Source: an optimization exercise on an open RTL-to-GDS flow (aim: small area, a short achievable clock period and few clock cycles per item). Production flows keep margins and buffers that such runs may drop. Function was checked by simulation only, so behaviour that the tests miss may differ from the original. No activity file was given, so power comes from the tool's default toggle rates.

File: config.mk
export PLATFORM = sky130hd
export DESIGN_NAME = cpu16
export DESIGN_NICKNAME = cpu16
export VERILOG_FILES = /design/flow/design.v
export SDC_FILE = /design/flow/constraint.sdc
export NUM_CORES = 4
export LEC_CHECK = 0
export CAP_MARGIN = 20
export CORE_MARGIN = 2
export CORE_UTILIZATION = 25
export PLACE_DENSITY = 0.45
export SLEW_MARGIN = 20
File: constraint.sdc
create_clock -name core_clock -period 8.0 [get_ports {clk}]
set_input_delay 1.6000 -clock core_clock [delete_from_list [all_inputs] [get_ports {clk}]]
set_output_delay 1.6000 -clock core_clock [all_outputs]
set_load 0.01 [all_outputs]
File: design.v
module cpu16 (
    input  wire         clk,
    input  wire         rst,           
    input  wire [15:0]  reset_pc,
    input  wire [15:0]  reset_sp,
    input  wire         step_valid,
    input  wire         step_irq,      
    input  wire [7:0]   step_vector,
    output wire         step_ready,
    output wire         step_done,
    output wire [127:0] regs,          
    output wire [15:0]  sr_out,
    output wire         halted,
    output wire [1:0]   fault_kind,
    output wire [15:0]  fault_pc,
    output wire [16:0]  fault_info,
    output reg          mem_req,
    output reg          mem_we,
    output reg  [15:0]  mem_addr,
    output reg  [15:0]  mem_wdata,
    output reg  [1:0]   mem_be,
    input  wire [15:0]  mem_rdata,
    input  wire         mem_ready
);
    localparam OP_MOVE = 5'd0,  OP_PUSH = 5'd1,  OP_POP  = 5'd2,  OP_ADD = 5'd3;
    localparam OP_CMP  = 5'd4,  OP_SUB  = 5'd5,  OP_LSL  = 5'd6,  OP_LSR = 5'd7;
    localparam OP_AND  = 5'd8,  OP_OR   = 5'd9,  OP_XOR  = 5'd10, OP_NOT = 5'd11;
    localparam OP_BRA  = 5'd24, OP_JMP  = 5'd25, OP_BSR  = 5'd26, OP_JSR = 5'd27;
    localparam OP_RTS  = 5'd28, OP_TRAP = 5'd29, OP_RTE  = 5'd30;
    localparam F_ILLEGAL = 2'd1, F_RANGE = 2'd2, F_IMMUTABLE = 2'd3;
    localparam S_IDLE    = 5'd0,  S_FETCH1  = 5'd1,  S_DECODE  = 5'd2,  S_FETCH2  = 5'd3;
    localparam S_DECODE2 = 5'd4,  S_PUSH_SP = 5'd5,  S_RDA     = 5'd6,  S_RDA_MEM = 5'd7;
    localparam S_EXEC    = 5'd8,  S_PUSH_WR = 5'd9,  S_SUB_WR  = 5'd10, S_POP_RD  = 5'd11;
    localparam S_WRD     = 5'd12, S_WRD_MEM = 5'd13, S_POSTW   = 5'd14, S_NOT_LOC = 5'd15;
    localparam S_NOT_RD  = 5'd16, S_NOT_WR  = 5'd17, S_RTS_RD  = 5'd18, S_RTE_RD1 = 5'd19;
    localparam S_RTE_RD2 = 5'd20, S_INT_CHK = 5'd21, S_INT_W1  = 5'd22, S_INT_W2  = 5'd23;
    localparam S_INT_VEC = 5'd24, S_COMMIT  = 5'd25;
    reg [15:0] x [0:7];
    reg [15:0] sr;
    reg        halted_r;
    reg [1:0]  fault_kind_r;
    reg [15:0] fault_pc_r;
    reg [16:0] fault_info_r;
    reg        done_r;
    reg [15:0] t_x [0:7];
    reg [15:0] t_sr;
    reg [4:0]  st;
    reg [15:0] ir;         
    reg [15:0] ext;        
    reg [15:0] step_pc;    
    reg [15:0] opv;        
    reg [15:0] ea;         
    reg [15:0] push_a;     
    reg [15:0] tgt;        
    reg [7:0]  vec;        
    integer i;
    wire [4:0] op = ir[15:11];
    wire is_f0   = (op == OP_RTS) || (op == OP_RTE);
    wire is_f2   = (op >= OP_ADD) && (op <= OP_XOR);
    wire is_move = (op == OP_MOVE);
    wire is_f1   = !is_f0 && !is_f2 && !is_move && (op != 5'd31);
    wire is_rel  = ((op >= 5'd12) && (op <= 5'd17)) || (op == OP_BRA) || (op == OP_BSR);
    wire       mv_h  = ir[10];
    wire       mv_l  = ir[9];
    wire [2:0] mv_sm = ir[8:6];
    wire [2:0] mv_dm = ir[5:3];
    wire [2:0] mv_r  = ir[2:0];
    wire       mv_s_rf = (mv_sm < 3'd4);
    wire       mv_d_rf = (mv_dm < 3'd4);
    reg illegal1;
    always @(*) begin
        illegal1 = 1'b0;
        if (op == 5'd31)
            illegal1 = 1'b1;
        else if (is_f0)
            illegal1 = (ir[10:0] != 11'd0);
        else if (is_f2)
            illegal1 = (ir[7:5] > 3'd5) || ((ir[7:5] < 3'd4) && (ir[4:3] != 2'd0));
        else if (is_move)
            illegal1 = (!mv_h && !mv_l) || (mv_sm > 3'd5) || (mv_dm > 3'd5) ||
                       (mv_dm == 3'd4) || (!mv_s_rf && !mv_d_rf);
        else begin
            illegal1 = (ir[10:8] > 3'd5) || ((ir[10:8] < 3'd4) && (ir[7:3] != 5'd0));
            if (op == OP_TRAP && ir[10:8] != 3'd4)
                illegal1 = 1'b1;
        end
    end
    reg [2:0]  a_mode, d_mode;
    reg [2:0]  a_reg,  d_reg;
    reg [15:0] a_val,  d_val;
    always @(*) begin
        a_mode = 3'd0; a_reg = 3'd0; a_val = 16'd0;
        d_mode = 3'd0; d_reg = 3'd0; d_val = 16'd0;
        if (is_move) begin
            if (mv_d_rf) begin
                d_mode = mv_dm; d_reg = mv_r;
                a_mode = mv_sm; a_reg = ext[2:0]; a_val = ext;
            end else begin
                d_mode = mv_dm; d_val = ext;
                a_mode = mv_sm; a_reg = mv_r;
            end
        end else if (is_f2) begin
            a_mode = ir[7:5]; a_reg = ir[2:0]; a_val = {11'd0, ir[4:0]};
        end else begin
            a_mode = ir[10:8]; a_reg = ir[2:0];
            if (ir[10:8] == 3'd4 && is_rel)
                a_val = {{8{ir[7]}}, ir[7:0]};
            else
                a_val = {8'd0, ir[7:0]};
            d_mode = a_mode; d_reg = a_reg; d_val = a_val;
        end
    end
    wire [15:0] alu_d = t_x[ir[10:8]];
    wire [15:0] alu_s = opv;
    reg  [15:0] alu_r;
    reg         alu_c;
    always @(*) begin
        alu_r = 16'd0;
        alu_c = 1'b0;
        case (op)
            OP_ADD: {alu_c, alu_r} = {1'b0, alu_d} + {1'b0, alu_s};
            OP_CMP, OP_SUB: begin
                alu_r = alu_d - alu_s;
                alu_c = (alu_s > alu_d);
            end
            OP_LSL: begin
                if (alu_s >= 16'd16) alu_r = 16'd0;
                else                 alu_r = alu_d << alu_s[3:0];
                if (alu_s == 16'd0 || alu_s > 16'd16) alu_c = 1'b0;
                else                                  alu_c = alu_d[4'd0 - alu_s[3:0]];    
            end
            OP_LSR: begin
                if (alu_s >= 16'd16) alu_r = 16'd0;
                else                 alu_r = alu_d >> alu_s[3:0];
                if (alu_s == 16'd0 || alu_s > 16'd16) alu_c = 1'b0;
                else                                  alu_c = alu_d[alu_s[3:0] - 4'd1];    
            end
            OP_AND: alu_r = alu_d & alu_s;
            OP_OR:  alu_r = alu_d | alu_s;
            OP_XOR: alu_r = alu_d ^ alu_s;
            default: ;
        endcase
    end
    wire fc = t_sr[0];
    wire fz = t_sr[1];
    wire fn = t_sr[2];
    wire lt = fn ^ fc;
    reg  cond;
    always @(*) begin
        case (op)
            5'd12, 5'd18: cond = fz;
            5'd13, 5'd19: cond = !fz;
            5'd14, 5'd20: cond = lt;
            5'd15, 5'd21: cond = !lt;
            5'd16, 5'd22: cond = fz || lt;
            5'd17, 5'd23: cond = !fz && !lt;
            default:      cond = 1'b1;
        endcase
    end
    wire [15:0] rel_tgt = t_x[7] + opv - 16'd2;
    wire [15:0] xfer_tgt = is_rel ? rel_tgt : opv;
    wire        mv_word = is_move ? (mv_h && mv_l) : 1'b1;
    wire [7:0]  mv_byte = mv_h ? opv[15:8] : opv[7:0];
    wire [2:0]  mv_flags = mv_word ? {opv[15], opv == 16'd0, 1'b0}
                                   : {mv_byte[7], mv_byte == 8'd0, 1'b0};
    wire [15:0] d_cur = t_x[d_reg];
    wire [15:0] d_merged = mv_word ? opv :
                           mv_h    ? {opv[15:8], d_cur[7:0]} :
                                     {d_cur[15:8], opv[7:0]};
    wire [15:0] not_r = ~opv;
    wire [15:0] not_reg_r = ~d_cur;
    wire [15:0] sp_m2 = t_x[6] - 16'd2;
    wire [15:0] sp_m4 = t_x[6] - 16'd4;
    wire [15:0] sp_p2 = t_x[6] + 16'd2;
    reg acc_bad;    
    always @(*) begin
        mem_req   = 1'b0;
        mem_we    = 1'b0;
        mem_addr  = 16'd0;
        mem_wdata = 16'd0;
        mem_be    = 2'b11;
        case (st)
            S_FETCH1:  begin mem_addr = t_x[7]; end
            S_FETCH2:  begin mem_addr = t_x[7]; end
            S_RDA_MEM: begin mem_addr = ea; end
            S_PUSH_WR: begin mem_addr = push_a; mem_we = 1'b1; mem_wdata = opv; end
            S_SUB_WR:  begin mem_addr = t_x[6]; mem_we = 1'b1; mem_wdata = t_x[7]; end
            S_POP_RD:  begin mem_addr = t_x[6]; end
            S_WRD_MEM: begin
                mem_addr = ea; mem_we = 1'b1; mem_wdata = opv;
                mem_be = mv_word ? 2'b11 : (mv_h ? 2'b10 : 2'b01);
            end
            S_NOT_RD:  begin mem_addr = ea; end
            S_NOT_WR:  begin mem_addr = ea; mem_we = 1'b1; mem_wdata = not_r; end
            S_RTS_RD:  begin mem_addr = t_x[6]; end
            S_RTE_RD1: begin mem_addr = t_x[6]; end
            S_RTE_RD2: begin mem_addr = t_x[6]; end
            S_INT_W1:  begin mem_addr = sp_m2; mem_we = 1'b1; mem_wdata = t_x[7]; end
            S_INT_W2:  begin mem_addr = sp_m2; mem_we = 1'b1; mem_wdata = t_sr; end
            S_INT_VEC: begin mem_addr = {8'd0, vec}; end
            default: ;
        endcase
        acc_bad = (mem_addr == 16'hFFFF) && mem_be[0];
        case (st)
            S_FETCH1, S_FETCH2, S_RDA_MEM, S_PUSH_WR, S_SUB_WR, S_POP_RD, S_WRD_MEM,
            S_NOT_RD, S_NOT_WR, S_RTS_RD, S_RTE_RD1, S_RTE_RD2, S_INT_W1, S_INT_W2,
            S_INT_VEC:
                mem_req = !acc_bad;
            default: ;
        endcase
    end
    wire acc_done = mem_req && mem_ready;
    task do_fault(input [1:0] kind, input [16:0] info);
        begin
            halted_r     <= 1'b1;
            fault_kind_r <= kind;
            fault_pc_r   <= step_pc;
            fault_info_r <= info;
            done_r       <= 1'b1;
            st           <= S_IDLE;
        end
    endtask
    always @(posedge clk) begin
        if (rst) begin
            for (i = 0; i < 8; i = i + 1) begin
                x[i]   <= 16'd0;
                t_x[i] <= 16'd0;
            end
            x[7]         <= reset_pc;
            x[6]         <= reset_sp;
            sr           <= 16'd0;
            t_sr         <= 16'd0;
            halted_r     <= 1'b0;
            fault_kind_r <= 2'd0;
            fault_pc_r   <= 16'd0;
            fault_info_r <= 17'd0;
            done_r       <= 1'b0;
            st           <= S_IDLE;
            ir           <= 16'd0;
            ext          <= 16'd0;
            step_pc      <= 16'd0;
            opv          <= 16'd0;
            ea           <= 16'd0;
            push_a       <= 16'd0;
            tgt          <= 16'd0;
            vec          <= 8'd0;
        end else begin
            done_r <= 1'b0;
            case (st)
                S_IDLE: begin
                    for (i = 0; i < 8; i = i + 1)
                        t_x[i] <= x[i];
                    t_sr <= sr;
                    if (step_valid) begin
                        step_pc <= x[7];
                        if (halted_r) begin
                            done_r <= 1'b1;        
                        end else if (step_irq) begin
                            vec <= step_vector;
                            st  <= S_INT_CHK;
                        end else begin
                            st  <= S_FETCH1;
                        end
                    end
                end
                S_FETCH1: begin
                    if (acc_bad) do_fault(F_RANGE, 17'h10000);
                    else if (acc_done) begin
                        ir     <= mem_rdata;
                        t_x[7] <= t_x[7] + 16'd2;
                        st     <= S_DECODE;
                    end
                end
                S_DECODE: begin
                    if (illegal1) do_fault(F_ILLEGAL, {1'b0, ir});
                    else begin
                        case (op)
                            OP_MOVE: st <= S_FETCH2;
                            OP_PUSH: st <= S_PUSH_SP;
                            OP_POP:  st <= S_POP_RD;
                            OP_NOT:  st <= S_NOT_LOC;
                            OP_RTS:  st <= S_RTS_RD;
                            OP_RTE:  st <= S_RTE_RD1;
                            OP_TRAP: begin
                                vec <= ir[7:0];
                                st  <= S_INT_CHK;
                            end
                            default: st <= S_RDA;    
                        endcase
                    end
                end
                S_FETCH2: begin
                    if (acc_bad) do_fault(F_RANGE, 17'h10000);
                    else if (acc_done) begin
                        ext    <= mem_rdata;
                        t_x[7] <= t_x[7] + 16'd2;
                        st     <= S_DECODE2;
                    end
                end
                S_DECODE2: begin
                    if (mv_s_rf && mv_d_rf && ext[15:3] != 13'd0)
                        do_fault(F_ILLEGAL, {1'b0, ir});
                    else
                        st <= S_RDA;
                end
                S_PUSH_SP: begin
                    t_x[6] <= sp_m2;
                    push_a <= sp_m2;
                    st     <= S_RDA;
                end
                S_RDA: begin
                    case (a_mode)
                        3'd0: begin opv <= t_x[a_reg]; st <= S_EXEC; end
                        3'd1: begin
                            t_x[a_reg] <= t_x[a_reg] - 16'd2;
                            ea         <= t_x[a_reg] - 16'd2;
                            st         <= S_RDA_MEM;
                        end
                        3'd2: begin ea <= t_x[a_reg]; st <= S_RDA_MEM; end
                        3'd3: begin
                            ea         <= t_x[a_reg];
                            t_x[a_reg] <= t_x[a_reg] + 16'd2;
                            st         <= S_RDA_MEM;
                        end
                        3'd4: begin opv <= a_val; st <= S_EXEC; end
                        default: begin ea <= a_val; st <= S_RDA_MEM; end
                    endcase
                end
                S_RDA_MEM: begin
                    if (acc_bad) do_fault(F_RANGE, 17'h10000);
                    else if (acc_done) begin
                        opv <= mem_rdata;
                        st  <= S_EXEC;
                    end
                end
                S_EXEC: begin
                    if (is_move) begin
                        st <= S_WRD;
                    end else if (op == OP_PUSH) begin
                        st <= S_PUSH_WR;
                    end else if (is_f2) begin
                        if (op != OP_CMP)
                            t_x[ir[10:8]] <= alu_r;
                        t_sr[2:0] <= {alu_r[15], alu_r == 16'd0, alu_c};
                        st <= S_COMMIT;
                    end else if (op == OP_BSR || op == OP_JSR) begin
                        tgt    <= xfer_tgt;
                        t_x[6] <= sp_m2;
                        st     <= S_SUB_WR;
                    end else begin
                        if (cond)
                            t_x[7] <= xfer_tgt;
                        st <= S_COMMIT;
                    end
                end
                S_PUSH_WR: begin
                    if (acc_bad) do_fault(F_RANGE, 17'h10000);
                    else if (acc_done) begin
                        t_sr[2:0] <= {opv[15], opv == 16'd0, 1'b0};
                        st        <= S_COMMIT;
                    end
                end
                S_SUB_WR: begin
                    if (acc_bad) do_fault(F_RANGE, 17'h10000);
                    else if (acc_done) begin
                        t_x[7] <= tgt;
                        st     <= S_COMMIT;
                    end
                end
                S_POP_RD: begin
                    if (acc_bad) do_fault(F_RANGE, 17'h10000);
                    else if (acc_done) begin
                        opv <= mem_rdata;
                        st  <= S_WRD;
                    end
                end
                S_WRD: begin
                    case (d_mode)
                        3'd0: begin t_x[d_reg] <= d_merged; st <= S_POSTW; end
                        3'd1: begin
                            t_x[d_reg] <= t_x[d_reg] - 16'd2;
                            ea         <= t_x[d_reg] - 16'd2;
                            st         <= S_WRD_MEM;
                        end
                        3'd2, 3'd3: begin ea <= t_x[d_reg]; st <= S_WRD_MEM; end
                        3'd4: do_fault(F_IMMUTABLE, {1'b0, ir});
                        default: begin ea <= d_val; st <= S_WRD_MEM; end
                    endcase
                end
                S_WRD_MEM: begin
                    if (acc_bad) do_fault(F_RANGE, 17'h10000);
                    else if (acc_done) begin
                        if (d_mode == 3'd3)
                            t_x[d_reg] <= t_x[d_reg] + 16'd2;
                        st <= S_POSTW;
                    end
                end
                S_POSTW: begin
                    if (op == OP_POP) begin
                        t_x[6]    <= sp_p2;
                        t_sr[2:0] <= {opv[15], opv == 16'd0, 1'b0};
                    end else begin
                        t_sr[2:0] <= mv_flags;
                    end
                    st <= S_COMMIT;
                end
                S_NOT_LOC: begin
                    case (d_mode)
                        3'd0: begin
                            t_x[d_reg] <= not_reg_r;
                            t_sr[2:0]  <= {not_reg_r[15], not_reg_r == 16'd0, 1'b0};
                            st         <= S_COMMIT;
                        end
                        3'd1: begin
                            t_x[d_reg] <= t_x[d_reg] - 16'd2;
                            ea         <= t_x[d_reg] - 16'd2;
                            st         <= S_NOT_RD;
                        end
                        3'd2, 3'd3: begin ea <= t_x[d_reg]; st <= S_NOT_RD; end
                        3'd4: do_fault(F_IMMUTABLE, {1'b0, ir});
                        default: begin ea <= d_val; st <= S_NOT_RD; end
                    endcase
                end
                S_NOT_RD: begin
                    if (acc_bad) do_fault(F_RANGE, 17'h10000);
                    else if (acc_done) begin
                        opv <= mem_rdata;
                        st  <= S_NOT_WR;
                    end
                end
                S_NOT_WR: begin
                    if (acc_bad) do_fault(F_RANGE, 17'h10000);
                    else if (acc_done) begin
                        if (d_mode == 3'd3)
                            t_x[d_reg] <= t_x[d_reg] + 16'd2;
                        t_sr[2:0] <= {not_r[15], not_r == 16'd0, 1'b0};
                        st        <= S_COMMIT;
                    end
                end
                S_RTS_RD: begin
                    if (acc_bad) do_fault(F_RANGE, 17'h10000);
                    else if (acc_done) begin
                        t_x[7] <= mem_rdata;
                        t_x[6] <= sp_p2;
                        st     <= S_COMMIT;
                    end
                end
                S_RTE_RD1: begin
                    if (acc_bad) do_fault(F_RANGE, 17'h10000);
                    else if (acc_done) begin
                        t_sr   <= mem_rdata;
                        t_x[6] <= sp_p2;
                        st     <= S_RTE_RD2;
                    end
                end
                S_RTE_RD2: begin
                    if (acc_bad) do_fault(F_RANGE, 17'h10000);
                    else if (acc_done) begin
                        t_x[7] <= mem_rdata;
                        t_x[6] <= sp_p2;
                        st     <= S_COMMIT;
                    end
                end
                S_INT_CHK: begin
                    if (sp_m2 == 16'hFFFF || sp_m4 == 16'hFFFF)
                        do_fault(F_RANGE, 17'h10000);
                    else
                        st <= S_INT_W1;
                end
                S_INT_W1: begin
                    if (acc_done) begin
                        t_x[6] <= sp_m2;
                        st     <= S_INT_W2;
                    end
                end
                S_INT_W2: begin
                    if (acc_done) begin
                        t_x[6] <= sp_m2;
                        st     <= S_INT_VEC;
                    end
                end
                S_INT_VEC: begin
                    if (acc_done) begin
                        t_x[7] <= {8'd0, mem_rdata[15:8]};
                        st     <= S_COMMIT;
                    end
                end
                S_COMMIT: begin
                    for (i = 0; i < 8; i = i + 1)
                        x[i] <= t_x[i];
                    sr     <= t_sr;
                    done_r <= 1'b1;
                    st     <= S_IDLE;
                end
                default: st <= S_IDLE;
            endcase
        end
    end
    genvar g;
    generate
        for (g = 0; g < 8; g = g + 1) begin : g_regs
            assign regs[16*g +: 16] = x[g];
        end
    endgenerate
    assign sr_out     = sr;
    assign halted     = halted_r;
    assign fault_kind = fault_kind_r;
    assign fault_pc   = fault_pc_r;
    assign fault_info = fault_info_r;
    assign step_ready = (st == S_IDLE);
    assign step_done  = done_r;
endmodule
File: run.sh
#!/bin/bash
# synth_recipe.tcl (not shown) runs the flow's synth.tcl, then flattens the netlist and writes it again
# the make line also repeats each setting of config.mk as NAME=value (left out here)
make -C /OpenROAD-flow-scripts/flow DESIGN_CONFIG=/design/flow/config.mk WORK_HOME=/design/flow/orfs CLKGATE_MAP_FILE= SYNTH_SCRIPT=/design/flow/synth_recipe.tcl finish
==> flow_metrics.env <==
export IMPL_clockBufferDepth=3
export IMPL_r2r_end="t_x[7][15]"
export IMPL_initial_core_util_pct=25.1
export IMPL_rsz0062_at_grt="false"
export IMPL_cts_repair_resized=0
export IMPL_hold_path_class="register to register"
export IMPL_dieArea_mm2=0.141
export IMPL_synth_distinct_cells=116
export IMPL_syn_cell_area_mm2=0.0345
export IMPL_grt_overflow_total=0
export IMPL_grtUsageTotal_pct=30.1
export IMPL_synthArstFlopShare_pct=0
export IMPL_worst_pin_slew_ns=1.32
export IMPL_grt_pass1_wl_um=303000
export IMPL_synth_top_flop_cell="dfxtp_1"
export IMPL_routed_via_density=6.08
export IMPL_final_nets=4723
export IMPL_drt_first_pass_iters=6
export IMPL_post_drt_wl_per_cell_um=34.6
export IMPL_holdPathEnd="fault_pc_r[14]"
export IMPL_cts_htree_levels=2
export IMPL_gp_congestion=1.02
export IMPL_rr_worst_depth=15
export IMPL_holdPathStages=2
export IMPL_antenna_found_initial=14
export IMPL_grt_pass1_vias=36200
export IMPL_ctsHoldBuffers=0
export IMPL_io_buffers=278
export IMPL_wl_um=222000
export IMPL_holdCritStartpoint="step_pc[14]"
export IMPL_yosysMostFrequentCell="nand2_1"
export IMPL_worstPathMaxFanout=13
export IMPL_syn_avg_cell_area_um2=7.84
export IMPL_synth_top_cell_area_share_pct=17.0
export IMPL_critPathCaptureType="output port"
export IMPL_vias=39000
export IMPL_worstPathArrival_ns=4.94
export IMPL_yosys_area_top_type="dfxtp_1"
export IMPL_required_ns=6.40
export IMPL_rrSetupSlack_ns=1.56
export IMPL_yosys_warnings=2
export IMPL_synthTopCellsByArea="dfxtp_1 (17%), edfxtp_1 (14%), nand2_1 (7.9%)"
export IMPL_post_cts_setup_buffer_count=0
export IMPL_synth_seq_cells=453
export IMPL_hpwl_um=169000
export IMPL_finalPower_w=0.0158
export IMPL_clk_pin_slew_worst_paths_ns=0.06
export IMPL_maxCapViolCount=0
export IMPL_drc=0
export IMPL_hold_viol=0
export IMPL_drive_gt1_share_pct=10.5
export IMPL_tns_ns=0
export IMPL_yosys_top_cells_count="nand2_1 (723), a21oi_1 (436), nor2_1 (383), dfxtp_1 (293), clkbuf_1 (276)"
export IMPL_status="complete, no violations"
export IMPL_power_leakage_nw=14.4
export IMPL_clkLatencyLatePin_ns=0.68
export IMPL_rows=136
export IMPL_core_area_mm2=0.137
export IMPL_relSlewSlack_pct=11.3
export IMPL_root_buffer="clkbuf_16"
export IMPL_io_pins=279
export IMPL_pwr_density_cell_mw_per_mm2=380
export IMPL_drt_iter0_drc=5023
export IMPL_cts_num_sinks=453
export IMPL_slew_violations=0
export IMPL_ir_drop_mv=0.176
export IMPL_synthCells=4404
export IMPL_start_kind="register"
export IMPL_synth_edff_count=160
export IMPL_cts_made_buffers=54
export IMPL_grt_start_max_net_pins=169
export IMPL_cts_tree="yes"
export IMPL_drt_antenna_violating_nets=0
export IMPL_seq_area_frac_synth_pct=30.9
export IMPL_setup_viol_count_final=0
export IMPL_post_route_min_period_ns=6.54
export IMPL_syn_num_nets=4555
export IMPL_fin_skew_ns=0.0291
export IMPL_die_h_um=376
export IMPL_die_x_um=376
export IMPL_clock_fmax_mhz=153
export IMPL_syn_to_final_growth_pct=20.8
export IMPL_criticalPathCategory="register to output port"
export IMPL_fin_crit_sh_pct=81.7
through the flow:
step / setup WS, ns / instances / util, % / area, µm² / hold WS, ns
2_1_floorplan: 3.23 / 4404 / - / 34500 / 0.431
5_1_grt: 1.22 / 6414 / 30.4 / 41700 / 0.465
3_3_place_gp: 1.80 / 6307 / 28.9 / 39700 / 0.442
4_1_cts: 1.59 / 6408 / 30.3 / 41600 / 0.434
3_5_place_dp: 1.74 / 6307 / 28.9 / 39700 / 0.443
6_report: 1.46 / 6422 / 30.4 / 41700 / 0.443
flip-flops by register name (all words and copies together), names as in the netlist, 16 cells and up, named ones only:
signal,flops
t_sr,16
x,128
ext,16
ir,16
opv,16
fault_pc_r,16
fault_info_r,17
tgt,16
step_pc,16
t_x,128
push_a,16
sr,16
ea,16
per-layer routing:
layer / global-route usage (%) / up-vias / share of wire [%]
met2: 45.9 / 2367 / 43
met1: 39.8 / 19400 / 41
met4: 17.4 / 4 / 6.7
li1: - / 16700 / -
met3: 5.61 / 550 / 8.6
met5: 0 / - / 0.014
cell type report:
type | instances | area [µm²]
fill | 14700 | 95600
multi-input combinational | 3450 | 22100
sequential | 453 | 10700
timing repair buffer | 476 | 4290
tap | 1794 | 2240
clock buffer | 82 | 1650
inverter | 137 | 514
clock inverter | 19 | 246
antenna | 11 | 27.5
cells by family after synthesis:
family	synth area share, %
AOI/OAI and AO/OA	27.0
muxes	8.28
xor gates and xnor gates	2.66
adders and majority gates	3.33
buffers and inverters	5.83
DFF	30.9
and+or+nand+nor	22.0
critical path, stage by stage, from the launching register on:
cell             delay, ns
edfxtp_1              0.98
inv_1                 0.38
ha_1                  0.32
nor3b_2               0.22
xnor2_1               0.55
o211ai_1              0.16
a211oi_1              0.37
nor4b_1               0.10
nand4_1               0.17
buf_4                 0.25
and2_1                0.22
clkdlybuf4s50_1       0.55
cell usage in the layout (no fill, tap or decap), types with 42 or more instances in the layout:
cell type,Yosys,final
nand2_1,723,722
a21oi_1,436,434
nor2_1,383,377
dfxtp_1,293,288
clkdlybuf4s50_1,0,277
o21ai_0,207,207
buf_4,7,195
edfxtp_1,160,160
nand3_1,139,138
inv_1,132,132
a211oi_1,118,116
mux2i_1,102,99
ha_1,87,87
nor3_1,91,83
xnor2_1,76,76
mux4_2,61,61
clkbuf_16,0,59
o211ai_1,58,58
a22o_1,53,53
o22ai_1,50,50
a22oi_1,46,46
o221ai_1,43,42
worst max-delay path by stage:
stage                       to        from
floorplan           t_x[2][12]    register
global route        t_x[4][12]   t_x[6][9]
global placement     t_x[4][7]  t_x[6][10]
detailed placement  t_x[0][14]    register
CTS                    mem_req   t_x[6][2]
finish                 mem_req   t_x[6][2]
report_power, final:
group          switching, W  leakage [nW]  internal [W]
registers           0.00107          4.13       0.00296
logic               0.00637          9.30       0.00273
clock network       0.00112         0.929       0.00159
Testbench counts, summed over its fixed seeds: cycles 361,708, steps 54,336.

what the ideal ports hide:
Ports are ideal in the flow. The routed layout listed here was re-timed in OpenROAD. Step 1 sets driving cells, clkbuf_16 on the clock port and buf_2 on the other inputs (assumed; they add their load-dependent delay and slew). Step 2 moves the port delays by t, midway between the first and last clock arrival at a register: inputs arrive t later, outputs are due t later. That takes back most of the time a late clock gives input paths. Three values: ideal, step 1, step 2; two values: the first two.
t, ns: 0.738
slack for setup (ns): 1.461 / 1.384 / 1.564
hold slack, ns: 0.443 / 0.443 / 0.443
worst setup path after step 2: register to register
After both steps this run still meets setup and hold. For this run, drivers alone change the setup slack by -0.077 ns; drivers and shift together by +0.103 ns.
